Source: an optimization exercise on an open RTL-to-GDS flow (aim: small area, a short achievable clock period and few clock cycles). Production flows keep margins and buffers that such runs may drop. In this exercise RTL edits were held to simulation tests only and were not proved equivalent to the original. Power is estimated from default activity; no workload was simulated.

==> design/flow/design.v <==
module modarith (
    input  wire        clk,
    input  wire        rst,
    input  wire        start,
    input  wire [1:0]  op,
    input  wire [31:0] a,
    input  wire [31:0] b,
    input  wire [31:0] m,
    output wire        ready,
    output reg         done,
    output reg  [31:0] result,
    output reg         fault,
    output reg  [3:0]  cause
);
    localparam OP_MULMOD = 2'd0;
    localparam OP_POWMOD = 2'd1;
    localparam OP_MODINV = 2'd2;
    localparam OP_NORM   = 2'd3;
    localparam [3:0] CAUSE_NONE         = 4'd0;
    localparam [3:0] CAUSE_MODULUS_ZERO = 4'd3;
    localparam [3:0] CAUSE_MODULUS_RANGE= 4'd4;
    localparam [3:0] CAUSE_NOT_COPRIME  = 4'd5;
    localparam [4:0] S_IDLE      = 5'd0;
    localparam [4:0] S_CHECK     = 5'd1;
    localparam [4:0] S_DIV       = 5'd2;
    localparam [4:0] S_MM        = 5'd3;
    localparam [4:0] S_MUL_GO    = 5'd4;
    localparam [4:0] S_MUL_END   = 5'd5;
    localparam [4:0] S_POW_INIT  = 5'd6;
    localparam [4:0] S_POW_BIT   = 5'd7;
    localparam [4:0] S_POW_MULD  = 5'd8;
    localparam [4:0] S_POW_SQR   = 5'd9;
    localparam [4:0] S_POW_SQRD  = 5'd10;
    localparam [4:0] S_INV_INIT  = 5'd11;
    localparam [4:0] S_INV_LOOP  = 5'd12;
    localparam [4:0] S_INV_Q     = 5'd13;
    localparam [4:0] S_INV_T     = 5'd14;
    localparam [4:0] S_NORM_FIN  = 5'd15;
    reg [4:0]  state;
    reg [1:0]  op_q;
    reg [31:0] a_q, b_q, m_q;
    wire [31:0] mod = (op_q == OP_MODINV) ? b_q : m_q;
    reg [31:0] div_q;        
    reg [32:0] div_r;        
    reg [31:0] div_d;        
    reg [5:0]  div_cnt;
    reg [4:0]  div_ret;
    wire [32:0] div_sh   = {div_r[31:0], div_q[31]};
    wire [33:0] div_diff = {1'b0, div_sh} - {2'b00, div_d};
    wire        div_ge   = ~div_diff[33];
    reg [31:0] mm_t;
    reg [31:0] mm_b;
    reg [31:0] mm_acc;
    reg [5:0]  mm_cnt;
    reg [4:0]  mm_ret;
    function [31:0] add_mod;
        input [31:0] x;
        input [31:0] y;
        input [31:0] md;
        reg   [32:0] s;
        begin
            s = {1'b0, x} + {1'b0, y};
            if (s >= {1'b0, md})
                add_mod = s[31:0] - md;
            else
                add_mod = s[31:0];
        end
    endfunction
    wire [31:0] mm_acc_next = mm_b[0] ? add_mod(mm_acc, mm_t, mod) : mm_acc;
    wire [31:0] mm_t_next   = add_mod(mm_t, mm_t, mod);
    reg [31:0] pw_r;         
    reg [31:0] pw_s;         
    reg [31:0] pw_e;         
    reg [5:0]  pw_cnt;
    reg [31:0] iv_r0, iv_r1;
    reg [31:0] iv_t0, iv_t1;
    reg [31:0] iv_rem;
    wire [31:0] iv_t_new = (iv_t0 >= mm_acc) ? (iv_t0 - mm_acc)
                                             : (iv_t0 - mm_acc + b_q);
    wire [31:0] norm_mag = a_q[31] ? (~a_q + 32'd1) : a_q;
    assign ready = (state == S_IDLE);
    always @(posedge clk) begin
        if (rst) begin
            state <= S_IDLE;
            done  <= 1'b0;
        end else begin
            done <= 1'b0;
            case (state)
                S_IDLE: begin
                    if (start) begin
                        op_q  <= op;
                        a_q   <= a;
                        b_q   <= b;
                        m_q   <= m;
                        state <= S_CHECK;
                    end
                end
                S_CHECK: begin
                    case (op_q)
                        OP_MULMOD, OP_POWMOD: begin
                            if (m_q == 32'd0)
                                finish_fault(CAUSE_MODULUS_ZERO);
                            else if (m_q[31])
                                finish_fault(CAUSE_MODULUS_RANGE);
                            else
                                start_div(a_q, m_q, (op_q == OP_MULMOD) ? S_MUL_GO : S_POW_INIT);
                        end
                        OP_MODINV: begin
                            if (b_q == 32'd0)
                                finish_fault(CAUSE_MODULUS_ZERO);
                            else if (b_q[31])
                                finish_fault(CAUSE_MODULUS_RANGE);
                            else
                                start_div(a_q, b_q, S_INV_INIT);
                        end
                        default: begin  
                            if (m_q == 32'd0)
                                finish_fault(CAUSE_MODULUS_ZERO);
                            else
                                start_div(norm_mag, m_q, S_NORM_FIN);
                        end
                    endcase
                end
                S_DIV: begin
                    if (div_ge) begin
                        div_r <= div_diff[32:0];
                        div_q <= {div_q[30:0], 1'b1};
                    end else begin
                        div_r <= div_sh;
                        div_q <= {div_q[30:0], 1'b0};
                    end
                    div_cnt <= div_cnt + 6'd1;
                    if (div_cnt == 6'd31)
                        state <= div_ret;
                end
                S_MM: begin
                    mm_acc <= mm_acc_next;
                    mm_t   <= mm_t_next;
                    mm_b   <= {1'b0, mm_b[31:1]};
                    mm_cnt <= mm_cnt + 6'd1;
                    if (mm_cnt == 6'd31)
                        state <= mm_ret;
                end
                S_MUL_GO: begin
                    start_mm(div_r[31:0], b_q, S_MUL_END);
                end
                S_MUL_END: begin
                    finish_ok(mm_acc);
                end
                S_POW_INIT: begin
                    pw_s   <= div_r[31:0];
                    pw_r   <= (m_q == 32'd1) ? 32'd0 : 32'd1;
                    pw_e   <= b_q;
                    pw_cnt <= 6'd0;
                    state  <= S_POW_BIT;
                end
                S_POW_BIT: begin
                    if (pw_cnt == 6'd32)
                        finish_ok(pw_r);
                    else if (pw_e[0])
                        start_mm(pw_s, pw_r, S_POW_MULD);
                    else
                        state <= S_POW_SQR;
                end
                S_POW_MULD: begin
                    pw_r  <= mm_acc;
                    state <= S_POW_SQR;
                end
                S_POW_SQR: begin
                    start_mm(pw_s, pw_s, S_POW_SQRD);
                end
                S_POW_SQRD: begin
                    pw_s   <= mm_acc;
                    pw_e   <= {1'b0, pw_e[31:1]};
                    pw_cnt <= pw_cnt + 6'd1;
                    state  <= S_POW_BIT;
                end
                S_INV_INIT: begin
                    iv_r0 <= b_q;
                    iv_r1 <= div_r[31:0];
                    iv_t0 <= 32'd0;
                    iv_t1 <= (b_q == 32'd1) ? 32'd0 : 32'd1;
                    state <= S_INV_LOOP;
                end
                S_INV_LOOP: begin
                    if (iv_r1 == 32'd0) begin
                        if (iv_r0 == 32'd1)
                            finish_ok(iv_t0);
                        else
                            finish_fault(CAUSE_NOT_COPRIME);
                    end else begin
                        start_div(iv_r0, iv_r1, S_INV_Q);
                    end
                end
                S_INV_Q: begin
                    iv_rem <= div_r[31:0];
                    start_mm(iv_t1, div_q, S_INV_T);
                end
                S_INV_T: begin
                    iv_t0 <= iv_t1;
                    iv_t1 <= iv_t_new;
                    iv_r0 <= iv_r1;
                    iv_r1 <= iv_rem;
                    state <= S_INV_LOOP;
                end
                S_NORM_FIN: begin
                    if (a_q[31] && (div_r[31:0] != 32'd0))
                        finish_ok(m_q - div_r[31:0]);
                    else
                        finish_ok(div_r[31:0]);
                end
                default: state <= S_IDLE;
            endcase
        end
    end
    task start_div;
        input [31:0] n;
        input [31:0] d;
        input [4:0]  ret;
        begin
            div_q   <= n;
            div_d   <= d;
            div_r   <= 33'd0;
            div_cnt <= 6'd0;
            div_ret <= ret;
            state   <= S_DIV;
        end
    endtask
    task start_mm;
        input [31:0] t;
        input [31:0] bits;
        input [4:0]  ret;
        begin
            mm_t   <= t;
            mm_b   <= bits;
            mm_acc <= 32'd0;
            mm_cnt <= 6'd0;
            mm_ret <= ret;
            state  <= S_MM;
        end
    endtask
    task finish_ok;
        input [31:0] value;
        begin
            result <= value;
            fault  <= 1'b0;
            cause  <= CAUSE_NONE;
            done   <= 1'b1;
            state  <= S_IDLE;
        end
    endtask
    task finish_fault;
        input [3:0] c;
        begin
            fault <= 1'b1;
            cause <= c;
            done  <= 1'b1;
            state <= S_IDLE;
        end
    endtask
endmodule
==> design/flow/run.sh <==
#!/bin/bash
# synth_recipe.tcl (not shown) runs the flow's synth.tcl, then flattens the netlist and writes it again
# the make line also repeats each setting of config.mk as NAME=value (left out here)
make -C /OpenROAD-flow-scripts/flow DESIGN_CONFIG=/design/flow/config.mk WORK_HOME=/design/flow/orfs CLKGATE_MAP_FILE= SYNTH_SCRIPT=/design/flow/synth_recipe.tcl finish
==> design/flow/config.mk <==
export PLATFORM = sky130hd
export DESIGN_NAME = modarith
export DESIGN_NICKNAME = modarith
export VERILOG_FILES = /design/flow/design.v
export SDC_FILE = /design/flow/constraint.sdc
export NUM_CORES = 4
export LEC_CHECK = 0
export CAP_MARGIN = 20
export CORE_MARGIN = 2
export CORE_UTILIZATION = 40
export PLACE_DENSITY = 0.6
export SLEW_MARGIN = 20
==> design/flow/constraint.sdc <==
create_clock -name core_clock -period 8.0 [get_ports {clk}]
set_input_delay 1.6000 -clock core_clock [delete_from_list [all_inputs] [get_ports {clk}]]
set_output_delay 1.6000 -clock core_clock [all_outputs]
set_load 0.01 [all_outputs]
==> summary.txt <==
==> Yosys cell counts, types with 33 or more instances <==
| library cell | n |
|---|---|
| xnor2_1 | 140 |
| nand2_1 | 476 |
| a21oi_1 | 318 |
| edfxtp_1 | 607 |
| mux2i_1 | 112 |
| a31oi_1 | 54 |
| a222oi_1 | 56 |
| nand2b_1 | 35 |
| inv_1 | 155 |
| o21a_1 | 33 |
| nor3_1 | 54 |
| clkbuf_1 | 138 |
| nor2_1 | 396 |
| nor4_1 | 51 |
| a21o_1 | 110 |
| nor2b_1 | 40 |
| nand3_1 | 78 |
| a22oi_1 | 36 |
| and2_1 | 38 |
| ha_1 | 227 |
| nand4_1 | 33 |
| xor2_1 | 88 |
| o21ai_0 | 309 |
==> cell usage in the layout, fill, tap and decap left out, types with 92 or more instances in the layout <==
master	Yosys	layout
buf_4	7	92
o21ai_0	309	308
edfxtp_1	607	607
mux2i_1	112	112
xnor2_1	140	140
inv_1	155	155
a21o_1	110	110
clkdlybuf4s50_1	0	138
ha_1	227	227
a21oi_1	318	315
nor2_1	396	386
nand2_1	476	473
==> routing by layer <==
layer	GRT usage, %	routed length [um]
met5	0	0
met4	11.7	6400
met3	7.84	20200
met2	42.5	61700
met1	41.8	60200
==> state kept, by name (all words and copies together) (netlist names), 6 cells and up <==
signal   flops
a_q         32
b_q         32
div_d       32
div_q       32
div_r       32
iv_r0       32
iv_r1       32
iv_rem      32
iv_t0       32
iv_t1       32
m_q         32
mm_acc      32
mm_b        32
mm_t        32
pw_e        32
pw_r        32
pw_s        32
result      32
div_cnt      6
mm_cnt       6
pw_cnt       6
==> kinds of logic (layout without fill, tap and decap cells) <==
group                      Yosys count  after routing  synth area share [%]
xor gates and xnor gates           228            228                  5.20
buffers and inverters              328            520                  3.36
and+or+nand+nor                   1269           1269                  14.7
AOI/OAI and AO/OA                 1107           1107                  18.2
DFF                                612            612                  47.8
other                                1              1               0.00977
muxes                              115            115                  3.01
adders and majority gates          234            234                  7.77
==> area by class of cell <==
class                           count  area share (%)
Sequential cell                   612            41.7
Multi-Input combinational cell   2954            43.2
Clock buffer                       86            4.37
Inverter                          155            1.33
Tap cell                         1265            3.61
Timing Repair Buffer              232            4.81
Clock inverter                     47           0.940
==> power breakdown <==
| group | leakage [nW] | internal [W] | switching [W] |
|---|---|---|---|
| clock network | 1.10 | 0.00189 | 0.00146 |
| logic | 9.93 | 0.00172 | 0.00291 |
| registers | 5.73 | 0.00404 | 0.000319 |
| total | 16.8 | 0.00764 | 0.00469 |
==> worst paths after layout <==
| check | startpoint | endpoint | slack (ps) | cells after the start |
|---|---|---|---|---|
| worst max register to register | mm_acc[0] | mm_acc[7] | 1770 | 22 |
| worst min register to register | pw_e[25] | pw_e[24] | 510 | 2 |
| worst max-delay path | mm_acc[0] | mm_acc[7] | 1770 | 22 |
| worst min-delay path | pw_e[25] | pw_e[24] | 510 | 2 |
==> through the flow <==
stage	power (W)	instance area (um2)	hold slack (ps)	worst slack [ps]
2_1_floorplan	0.00744	38400	424	277
3_3_place_gp	0.00888	41500	486	2030
3_5_place_dp	0.00890	41500	497	1910
4_1_cts	0.0122	43900	512	1880
5_1_grt	0.0129	43900	533	1390
6_report	0.0123	43900	508	1770
==> worst max-delay path, cell delays in order, from the launching register on <==
cell	delay, ps
edfxtp_1	480
ha_1	260
fa_1	430
a21oi_1	250
o211ai_1	220
a21o_1	230
a41o_1	300
a21boi_1	240
nand2b_1	200
nand2b_1	80
a21oi_1	170
xnor2_1	110
ha_1	420
nand4_1	190
nor3_1	300
nand2_1	90
o31ai_1	490
a221o_1	310
a41oi_1	190
o31ai_4	90
buf_4	520
mux2i_1	250
nor2_1	60
==> results.sh <==
export IMPL_cap_violations=0
export IMPL_period_minus_slack_ps=6230
export IMPL_synth_area_mm2=0.0384
export IMPL_die_area_mm2=0.0984
export IMPL_clk_pin_slew_ps=60
export IMPL_start_util_pct=40.4
export IMPL_cts_root_buf="clkbuf_16"
export IMPL_avgSynthCellArea_um2=9.85
export IMPL_min_path_type="reg -> reg"
export IMPL_h_tree_depth=3
export IMPL_via_count=33086
export IMPL_first_pass_iters=14
export IMPL_clock_sinks=612
export IMPL_slew_violations=0
export IMPL_numCtsBuffers=73
export IMPL_seq_area_mm2=0.0183
export IMPL_ys_types=81
export IMPL_slew_headroom_pct=25.2
export IMPL_grt_pass1_wl_um=212000
export IMPL_path_class="reg -> reg"
export IMPL_totalWireLength_um=148000
export IMPL_ir_worst_vdd_uv=157
export IMPL_endpoint_kind="register"
export IMPL_synthFlopType="edfxtp_1"
export IMPL_worst_endpoint_arrival_ps=6570
export IMPL_finClkSkew_ps=27.2
export IMPL_post_cts_buffers=0
export IMPL_period_share_pct=77.8
export IMPL_drive_gt1_share_pct=6.19
export IMPL_insertion_delay_ps=650
export IMPL_ys_seq_area_share_pct=47.8
export IMPL_synth_area_top_cells="edfxtp_1 48%, ha_1 7.4%, nand2_1 4.7%"
export IMPL_multi_input_comb_area_mm2=0.0190
export IMPL_async_flop_share_pct=0
export IMPL_grt_max_degree=129
export IMPL_port_buffers=138
export IMPL_num_rows=113
export IMPL_ios=140
export IMPL_synthToLayoutAreaGrowth_pct=14.4
export IMPL_cts_resized=0
export IMPL_required_ps=8350
export IMPL_synth_cells=3894
export IMPL_final_antenna_net_count=0
export IMPL_max_freq_ghz=0.161
export IMPL_coreArea_mm2=0.0950
export IMPL_overflow=0
export IMPL_status="no timing/DRC/antenna violations"
export IMPL_tns_ps=0
export IMPL_yosysWarningCount=1
export IMPL_antenna_found_initial=4
export IMPL_clockBufferDepth=3
export IMPL_crit_path_max_fanout=35
export IMPL_syn_nets=4229
export IMPL_layout_nets=4363
export IMPL_fillers=9017
export IMPL_place_gp_congestion=1.02
export IMPL_utilization_pct=46.2
export IMPL_avgViaCountPerCell=6.18
export IMPL_grt_use_total_pct=29.4
export IMPL_stdcell_count=5351
export IMPL_drt_iter0_markers=5173
export IMPL_synth_edf_count=607
export IMPL_p_leak_nw=16.8
export IMPL_cts_hold_buf=0
export IMPL_critPathLaunchType="register"
export IMPL_hpwl_um=112000
export IMPL_ys_ff_latch=612
export IMPL_cts_tree="built"
export IMPL_powerDensity_mw_per_mm2=281
export IMPL_hold_violations=0
export IMPL_synth_top_cell_by_area="edfxtp_1"
export IMPL_setup_violations=0
export IMPL_grt_pass1_vias=30848
export IMPL_tightest_slew_ps=1120
export IMPL_dieHeight_um=314
export IMPL_synth_top_area_share_pct=47.5
export IMPL_dp_cells=5217
export IMPL_wire_per_inst_um=27.7
export IMPL_rsz0062_at_grt="false"
export IMPL_die_w_um=314
export IMPL_num_antenna_cells=0
export IMPL_drc=0
Testbench counts, summed over its fixed seeds: cycles 288,177.

-- static timing again, ports no longer ideal --
How much do the figures lean on ideal ports? The routed layout below was timed once more, with nothing changed but the port constraints. Step 1 (the two cells are an assumption about what drives the block):
set clk [get_ports {clk}]
set_driving_cell -lib_cell sky130_fd_sc_hd__clkbuf_16 $clk
set_driving_cell -lib_cell sky130_fd_sc_hd__buf_2 [delete_from_list [all_inputs] $clk]
Step 2 times the ports against the registers' clock, not the clock port: input delays grow and output delays shrink by t, the midpoint of the rising clock arrivals with the driver on. a / b / c = ideal / step 1 / step 2; a / b = the first two.
shift t [ns]: 0.709
setup WS [ns]: 1.775 / 1.775 / 1.775
hold WS [ns]: 0.508 / 0.508 / 0.508
worst data-port slew with drivers (ns): 0.05
After both steps setup and hold are still met in this run. For this run, drivers alone change the setup slack by 0.000 ns; drivers and shift together by 0.000 ns.
